This design comes from an exercise in tuning for small area, a short achievable clock period and few clock cycles on the open sky130 flow, not from production work.
Where RTL was checked, it was by simulation tests only, not by an equivalence proof against the original.
No activity file was given, so power comes from the tool's default toggle rates.

==> flow/design.v (excerpt) <==
module st7032_encoder (
    input  wire        clk,
    input  wire        rst,         
    input  wire        cmd_valid,
    output reg         cmd_ready,
    input  wire [15:0] cmd_word,
    input  wire [15:0] cmd_len,
    input  wire        pay_valid,
    output wire        pay_ready,
    input  wire [7:0]  pay_data,
    output reg         rsp_valid,
    output reg  [2:0]  rsp_result,
    output wire [7:0]  rsp_data,
    output wire [3:0]  rsp_step,
    output reg         ev_valid,
    input  wire        ev_ready,
    output wire [2:0]  ev_kind,
    output wire [7:0]  ev_data,
    input  wire        ev_ok,
    input  wire [7:0]  ev_rdata
);
export LEC_CHECK = 0
export CAP_MARGIN = 20
export CORE_MARGIN = 2
export CORE_UTILIZATION = 40
export SETUP_SLACK_MARGIN = 1.9
export SLEW_MARGIN = 20
create_clock -name core_clock -period 4.0 [get_ports {clk}]
standard.sh (not shown) runs the stock make flow with config.mk's settings and CLKGATE_MAP_FILE= SYNTH_SCRIPT=/design/flow/synth_recipe.tcl, a recipe that flattens the netlist after the stock synthesis.
==> flow/flow/run.sh <==
#!/bin/bash
set -euo pipefail
cd "$(dirname "$0")/.."
export BUFFER_PORTS_ARGS="-buffer_cell sky130_fd_sc_hd__buf_1"
DU="sky130_fd_sc_hd__probe_p_8 sky130_fd_sc_hd__probec_p_8 sky130_fd_sc_hd__lpflow_bleeder_1 sky130_fd_sc_hd__lpflow_clkbufkapwr_1 sky130_fd_sc_hd__lpflow_clkbufkapwr_16 sky130_fd_sc_hd__lpflow_clkbufkapwr_2 sky130_fd_sc_hd__lpflow_clkbufkapwr_4 sky130_fd_sc_hd__lpflow_clkbufkapwr_8 sky130_fd_sc_hd__lpflow_clkinvkapwr_1 sky130_fd_sc_hd__lpflow_clkinvkapwr_16 sky130_fd_sc_hd__lpflow_clkinvkapwr_2 sky130_fd_sc_hd__lpflow_clkinvkapwr_4 sky130_fd_sc_hd__lpflow_clkinvkapwr_8 sky130_fd_sc_hd__lpflow_decapkapwr_12 sky130_fd_sc_hd__lpflow_decapkapwr_3 sky130_fd_sc_hd__lpflow_decapkapwr_4 sky130_fd_sc_hd__lpflow_decapkapwr_6 sky130_fd_sc_hd__lpflow_decapkapwr_8 sky130_fd_sc_hd__lpflow_inputiso0n_1 sky130_fd_sc_hd__lpflow_inputiso0p_1 sky130_fd_sc_hd__lpflow_inputiso1n_1 sky130_fd_sc_hd__lpflow_inputiso1p_1 sky130_fd_sc_hd__lpflow_inputisolatch_1 sky130_fd_sc_hd__lpflow_isobufsrc_1 sky130_fd_sc_hd__lpflow_isobufsrc_16 sky130_fd_sc_hd__lpflow_isobufsrc_2 sky130_fd_sc_hd__lpflow_isobufsrc_4 sky130_fd_sc_hd__lpflow_isobufsrc_8 sky130_fd_sc_hd__lpflow_isobufsrckapwr_16 sky130_fd_sc_hd__lpflow_lsbuf_lh_hl_isowell_tap_1 sky130_fd_sc_hd__lpflow_lsbuf_lh_hl_isowell_tap_2 sky130_fd_sc_hd__lpflow_lsbuf_lh_hl_isowell_tap_4 sky130_fd_sc_hd__lpflow_lsbuf_lh_isowell_4 sky130_fd_sc_hd__lpflow_lsbuf_lh_isowell_tap_1 sky130_fd_sc_hd__lpflow_lsbuf_lh_isowell_tap_2 sky130_fd_sc_hd__lpflow_lsbuf_lh_isowell_tap_4"
for c in or4_1 or4_2 or4_4 or4b_1 or4b_2 or4b_4 or4bb_1 or4bb_2 or4bb_4 nor4_1 nor4_2 nor4_4 nor4b_1 nor4b_2 nor4b_4 nor4bb_1 nor4bb_2 nor4bb_4 or3_1 or3_2 or3_4 or3b_1 or3b_2 or3b_4; do
  DU="$DU sky130_fd_sc_hd__$c"
done
bash standard.sh "DONT_USE_CELLS=$DU" finish > make_finish.log 2>&1
Testbench counts at the start, summed over its fixed seeds: cycles 6,320.
Edit:
--- a/flow/design.v
+++ b/flow/design.v
@@ -44,37 +44,35 @@
     localparam [6:0] S_WBYTE = 7'd1 << I_WBYTE;
     localparam [6:0] S_END   = 7'd1 << I_END;
     localparam [6:0] S_REQ   = 7'd1 << I_REQ;
     localparam [6:0] S_WAIT  = 7'd1 << I_WAIT;
     reg [6:0]  st;          
     reg [3:0]  op;          
     reg        ready;       
     reg        lines2;      
     reg [7:0]  b;           
     reg [15:0] c;           
-    reg        pm;          
-    reg        dv;          
     reg        sf;          
     wire busy = !cmd_ready;
     wire idle = cmd_ready;
     wire is_init  = (op == 4'h0);
     wire is_avail = (op == 4'h1);
     wire is_pseq  = (op == 4'h3);
     wire is_data  = (op[3:1] == 3'b001);
     wire in_write = st[I_WSEL] || st[I_WBYTE];
     assign ev_kind   = {st[I_REQ] || st[I_WAIT],
                         in_write || st[I_END],
                         st[I_BEGIN] || st[I_END] || st[I_WAIT]};
     assign ev_data   = b;
-    reg        pmw, pmv;
-    assign pay_ready = (pmw && ev_ready) || pmv;
-    assign rsp_data  = b & {8{dv}};
+    reg        pmw;
+    assign pay_ready = pmw && (ev_ready || !ev_valid);
+    assign rsp_data  = b;
     assign rsp_step  = ~c[3:0] & {4{sf}};
     wire [3:0] w_op = cmd_word[15:12];
     wire [2:0] w_f  = cmd_word[10:8];
     wire [7:0] w_a  = cmd_word[7:0];
     wire w_is2  = (w_op == 4'h2);
     wire w_isA  = (w_op == 4'hA);
     wire w_isB  = (w_op == 4'hB);
     wire w_is7  = (w_op == 4'h7);
     wire w_is6  = (w_op == 4'h6);
     wire w_use_alo = w_is2 || w_isA || w_isB;                  
@@ -140,21 +138,21 @@
     wire f_cfg   = fire && st[I_CFG];
     wire f_begin = fire && st[I_BEGIN];
     wire f_write = fire && in_write;
     wire f_end   = fire && st[I_END];
     wire f_req   = fire && st[I_REQ];
     wire f_wait  = fire && st[I_WAIT];
     wire f_wait1 = f_wait && b[1:0] == 2'd1;
     wire f_wait2 = f_wait && b[1:0] == 2'd2;
     wire f_wait3 = f_wait && b[1:0] == 2'd3;
     wire f_cbyte   = f_write && st[I_WSEL] && !is_pseq;
-    wire pay_wait  = f_write && !take && pm;
+    wire pay_wait  = f_write && !take && pmw;
     wire init_adv  = (f_wait1 && is_init && !err && !step1 && !step9) || f_wait2;
     wire init_bad  = f_wait1 && is_init && err;
     wire done = f_req || f_wait3 || (f_end && (is_avail || is_data)) ||
                 (f_wait1 && (!is_init || err));
     always @(posedge clk) begin
         if (rst) begin
             cmd_ready <= 1'b1;
             rsp_valid <= 1'b0;
         end else if (acc) begin
             cmd_ready <= !w_run;
@@ -183,70 +181,64 @@
         if (idle)
             op <= w_op;
     always @(posedge clk)
         if (idle)
             st <= w_st;
         else if (f_cfg || init_adv)
             st <= S_BEGIN;
         else if (f_begin)
             st <= is_avail ? S_END : S_WSEL;
         else if (f_write)
-            st <= (take || pm || f_cbyte) ? S_WBYTE : S_END;
+            st <= (take || pmw || f_cbyte) ? S_WBYTE : S_END;
         else if (f_end)
             st <= S_WAIT;
     always @(posedge clk)
         if (acc)
             rsp_result <= w_res;
         else if (f_req)
             rsp_result <= {!ev_ok, 2'b00};
         else if (f_end)
             rsp_result <= {1'b0, {2{!is_avail && !ev_ok}}};
     always @(posedge clk)
         if (acc)
-            dv <= 1'b0;
-        else if (f_req)
-            dv <= ev_ok;
-        else if (f_end)
-            dv <= is_avail;
-    always @(posedge clk)
-        if (acc)
             sf <= 1'b0;
         else if (init_bad)
             sf <= 1'b1;
-    wire pm_n = rst ? 1'b0 : acc ? (w_run && (w_op == 4'h3) && (cmd_len != 16'd0)) :
-                take ? (c != 16'd1) : pm;
-    always @(posedge clk) begin
-        pm  <= pm_n;
-        pmw <= pm_n && !acc && (in_write || f_begin);
-        pmv <= pm_n && !v_n;
+    always @(posedge clk) begin
+        if (rst || idle)
+            pmw <= 1'b0;
+        else if (f_begin)
+            pmw <= is_pseq && (c != 16'd0);
+        else if (take)
+            pmw <= (c != 16'd1);
     end
     wire        dec = take || init_adv;
     wire [15:0] cz;                       
     assign cz[0] = 1'b1;
     genvar gi;
     generate
         for (gi = 1; gi < 16; gi = gi + 1) begin : g_cz
             assign cz[gi] = cz[gi - 1] && !c[gi - 1];
         end
     endgenerate
     wire [15:0] w_c = (w_op == 4'h3) ? cmd_len :
                       {cmd_len[15:11], cmd_word[10:4], cmd_word[3:1] | {3{w_op == 4'h0}}, cmd_word[0]};
     wire [15:0] c_dec = c ^ (cz & {16{dec}});
     always @(posedge clk) begin
         c[15:4] <= idle ? w_c[15:4] : c_dec[15:4];
         c[3:0]  <= acc  ? w_c[3:0]  : c_dec[3:0];     
     end
     wire ld_sel  = f_begin;
-    wire ld_3e   = acc || init_adv;
+    wire ld_3e   = (acc && w_run) || init_adv;
     wire ld_w    = f_end;                 
-    wire ld_w23  = f_wait1 && is_init && (step1 || step9);
-    wire b_hold  = !(ld_3e || ld_sel || f_cbyte || take || ld_w || ld_w23 || f_req);
+    wire ld_w23  = f_wait1 && is_init && !err && (step1 || step9);
+    wire b_hold  = !(acc || init_adv || ld_sel || f_cbyte || take || ld_w || f_wait || f_req);
     always @(posedge clk)
         b <= ({8{ld_3e}}             & 8'h3E)                     |
              ({8{ld_sel}}            & {1'b0, is_data, 6'b0})     |
              ({8{f_cbyte}}           & cbyte)                     |
              ({8{take}}              & pay_data)                  |
-             ({8{ld_w}}              & {7'b0, ev_ok || !is_avail}) |
+             ({8{ld_w}}              & {7'b0, is_avail ? ev_ok : !is_data}) |
              ({8{ld_w23}}            & {6'b0, 1'b1, step9})      |
-             ({8{f_req}}             & rd_byte)                   |
+             ({8{f_req && ev_ok}}    & rd_byte)                   |
              ({8{b_hold}}            & b);
 endmodule
=> Total power shrinks by 4.1%. Final area shrinks by about 2.1%. Worst hold slack improved by 0.011 ns. Clock power shrinks by about 2%. Setup slack got worse by 0.17 ns. Utilization shrinks by 0.81 points.
The RTL of the second run of this note was laid out without a check of its function.

---

st7032_encoder, a different RTL version from the one above (not shown whole).
Size: about 390 cells after synthesis, roughly 45 flip-flops.
clock: 4.0 ns
lec_check: 0
cap_margin: 20
core_margin: 2
core_utilization: 40
setup_slack_margin: 1.8
slew_margin: 20
Scripts as last shown in full above: flow/flow/run.sh
==> next run, changes <==
--- a/flow/design.v
+++ b/flow/design.v
@@ -24,44 +24,53 @@
     localparam [2:0] EV_WRITE = 3'd2;
     localparam [2:0] EV_END   = 3'd3;
     localparam [2:0] EV_REQ   = 3'd4;
     localparam [2:0] EV_WAIT  = 3'd5;
     localparam [2:0] R_OK        = 3'd0;
     localparam [2:0] R_IGNORED   = 3'd1;
     localparam [2:0] R_NOT_READY = 3'd2;
     localparam [2:0] R_BUS_ERROR = 3'd3;
     localparam [2:0] R_READ_FAIL = 3'd4;
     localparam [2:0] R_INVALID   = 3'd5;
-    localparam [3:0] S_CFG   = {1'b0, EV_CFG};
-    localparam [3:0] S_BEGIN = {1'b0, EV_BEGIN};
-    localparam [3:0] S_WSEL  = {1'b0, EV_WRITE};
-    localparam [3:0] S_WBYTE = {1'b1, EV_WRITE};
-    localparam [3:0] S_END   = {1'b0, EV_END};
-    localparam [3:0] S_REQ   = {1'b0, EV_REQ};
-    localparam [3:0] S_WAIT  = {1'b0, EV_WAIT};
-    reg [3:0]  st;          
+    localparam integer I_CFG   = 0;
+    localparam integer I_BEGIN = 1;
+    localparam integer I_WSEL  = 2;
+    localparam integer I_WBYTE = 3;
+    localparam integer I_END   = 4;
+    localparam integer I_REQ   = 5;
+    localparam integer I_WAIT  = 6;
+    localparam [6:0] S_CFG   = 7'd1 << I_CFG;
+    localparam [6:0] S_BEGIN = 7'd1 << I_BEGIN;
+    localparam [6:0] S_WSEL  = 7'd1 << I_WSEL;
+    localparam [6:0] S_WBYTE = 7'd1 << I_WBYTE;
+    localparam [6:0] S_END   = 7'd1 << I_END;
+    localparam [6:0] S_REQ   = 7'd1 << I_REQ;
+    localparam [6:0] S_WAIT  = 7'd1 << I_WAIT;
+    reg [6:0]  st;          
     reg [3:0]  op;          
     reg        ready;       
     reg        lines2;      
     reg [7:0]  b;           
     reg [15:0] c;           
     reg        pm;          
     reg        dv;          
     reg        sf;          
     wire busy = !cmd_ready;
     wire idle = cmd_ready;
     wire is_init  = (op == 4'h0);
     wire is_avail = (op == 4'h1);
     wire is_pseq  = (op == 4'h3);
     wire is_data  = (op[3:1] == 3'b001);
-    wire in_write = (st[2:0] == EV_WRITE);
-    assign ev_kind   = st[2:0];
+    wire in_write = st[I_WSEL] || st[I_WBYTE];
+    assign ev_kind   = {st[I_REQ] || st[I_WAIT],
+                        in_write || st[I_END],
+                        st[I_BEGIN] || st[I_END] || st[I_WAIT]};
     assign ev_data   = b;
     reg        pmw, pmv;
     assign pay_ready = (pmw && ev_ready) || pmv;
     assign rsp_data  = b & {8{dv}};
     assign rsp_step  = ~c[3:0] & {4{sf}};
     wire [3:0] w_op = cmd_word[15:12];
     wire [2:0] w_f  = cmd_word[10:8];
     wire [7:0] w_a  = cmd_word[7:0];
     wire w_is2  = (w_op == 4'h2);
     wire w_isA  = (w_op == 4'hA);
@@ -77,21 +86,21 @@
                      ((|w_a[6:0]) && !w_use_alo) || (w_a[7] && !w_use_a7) ||
                      (w_f[0] && !w_use_f0) || (w_f[1] && !w_use_f1) ||
                      (w_f[2] && !w_is7);
     wire w_open   = (w_op[3:1] == 3'b000);    
     wire w_notrdy = !w_open && !ready;
     wire w_ignore = (w_op == 4'hB) && w_f[0] && !lines2;
     wire w_run    = !w_invalid && !w_notrdy && !w_ignore;
     wire w_init   = (w_op == 4'h0) && !w_invalid;
     wire [2:0] w_res = w_invalid ? R_INVALID : w_notrdy ? R_NOT_READY :
                        w_ignore ? R_IGNORED : R_OK;
-    wire [3:0] w_st  = (w_op == 4'h0) ? S_CFG : (w_op[3:2] == 2'b11) ? S_REQ : S_BEGIN;
+    wire [6:0] w_st  = (w_op == 4'h0) ? S_CFG : (w_op[3:2] == 2'b11) ? S_REQ : S_BEGIN;
     wire [2:0] c_f = c[10:8];
     wire [7:0] c_a = c[7:0];
     reg  [7:0] cbyte;
     always @(*) begin
         case (op)
             4'h0: begin
                 case (~c[3:0])
                     4'd1:    cbyte = 8'h38;
                     4'd2:    cbyte = 8'h39;
                     4'd3:    cbyte = 8'h14;
@@ -121,30 +130,30 @@
             2'b01:   rd_byte = {7'b0, ev_rdata[7]};        
             default: rd_byte = {1'b0, ev_rdata[6:0]};      
         endcase
     end
     wire step1 = (c[3:0] == ~4'd1);
     wire step9 = (c[3:0] == ~4'd9);
     wire err   = rsp_result[0];           
     wire acc  = cmd_valid && cmd_ready;
     wire fire = ev_valid && ev_ready;
     wire take = pay_valid && pay_ready;
-    wire f_cfg   = fire && st == S_CFG;
-    wire f_begin = fire && st == S_BEGIN;
+    wire f_cfg   = fire && st[I_CFG];
+    wire f_begin = fire && st[I_BEGIN];
     wire f_write = fire && in_write;
-    wire f_end   = fire && st == S_END;
-    wire f_req   = fire && st == S_REQ;
-    wire f_wait  = fire && st == S_WAIT;
+    wire f_end   = fire && st[I_END];
+    wire f_req   = fire && st[I_REQ];
+    wire f_wait  = fire && st[I_WAIT];
     wire f_wait1 = f_wait && b[1:0] == 2'd1;
     wire f_wait2 = f_wait && b[1:0] == 2'd2;
     wire f_wait3 = f_wait && b[1:0] == 2'd3;
-    wire f_cbyte   = f_write && !st[3] && !is_pseq;
+    wire f_cbyte   = f_write && st[I_WSEL] && !is_pseq;
     wire pay_wait  = f_write && !take && pm;
     wire init_adv  = (f_wait1 && is_init && !err && !step1 && !step9) || f_wait2;
     wire init_bad  = f_wait1 && is_init && err;
     wire done = f_req || f_wait3 || (f_end && (is_avail || is_data)) ||
                 (f_wait1 && (!is_init || err));
     always @(posedge clk) begin
         if (rst) begin
             cmd_ready <= 1'b1;
             rsp_valid <= 1'b0;
         end else if (acc) begin
Sequential power came out higher by a few percent.
Area after synthesis came out higher slightly.
Clock power is lower by roughly a tenth.
Synthesized cell count grows slightly.
Core utilization goes down by 0.65 points.
Testbench counts after the change, summed over its fixed seeds: cycles 6,320.
No functional check of the RTL was part of the first run of this note.

==> afterwards: timing with drivers on the ports <==
How much do the figures lean on ideal ports? The routed layouts below were timed once more, with nothing changed but the port constraints. Step 1, drivers: a clkbuf_16 drives clk and a buf_2 each remaining input, both assumed. Step 2 adds t to the input delays and takes it off the output delays; t is the mean of the earliest and latest rising clock arrival at the registers after step 1. Input paths then give back, and output paths get back, about the clock's delay inside the block. Three values: ideal, step 1, step 2; two values: the first two.
run	t, ns	setup WS [ns]	hold WS [ns]	worst slew at a driven data input, ns	pins driven straight from the clock port
the first run of note 1	0.341	1.976 / 1.945 / 1.624	0.497 / 0.497 / 0.497	0.05	1
the second run of note 1	0.332	1.806 / 1.748 / 1.547	0.508 / 0.508 / 0.508	0.06	1
the first run of note 2	0.325	1.873 / 1.878 / 1.553	0.475 / 0.475 / 0.475	0.03	1
the second run of note 2	0.338	1.885 / 1.881 / 1.559	0.496 / 0.496 / 0.496	0.04	1
After both steps every run listed still meets setup and hold. For the first run of note 1, which loses most, drivers alone change the setup slack by -0.031 ns; drivers and shift together by -0.352 ns.
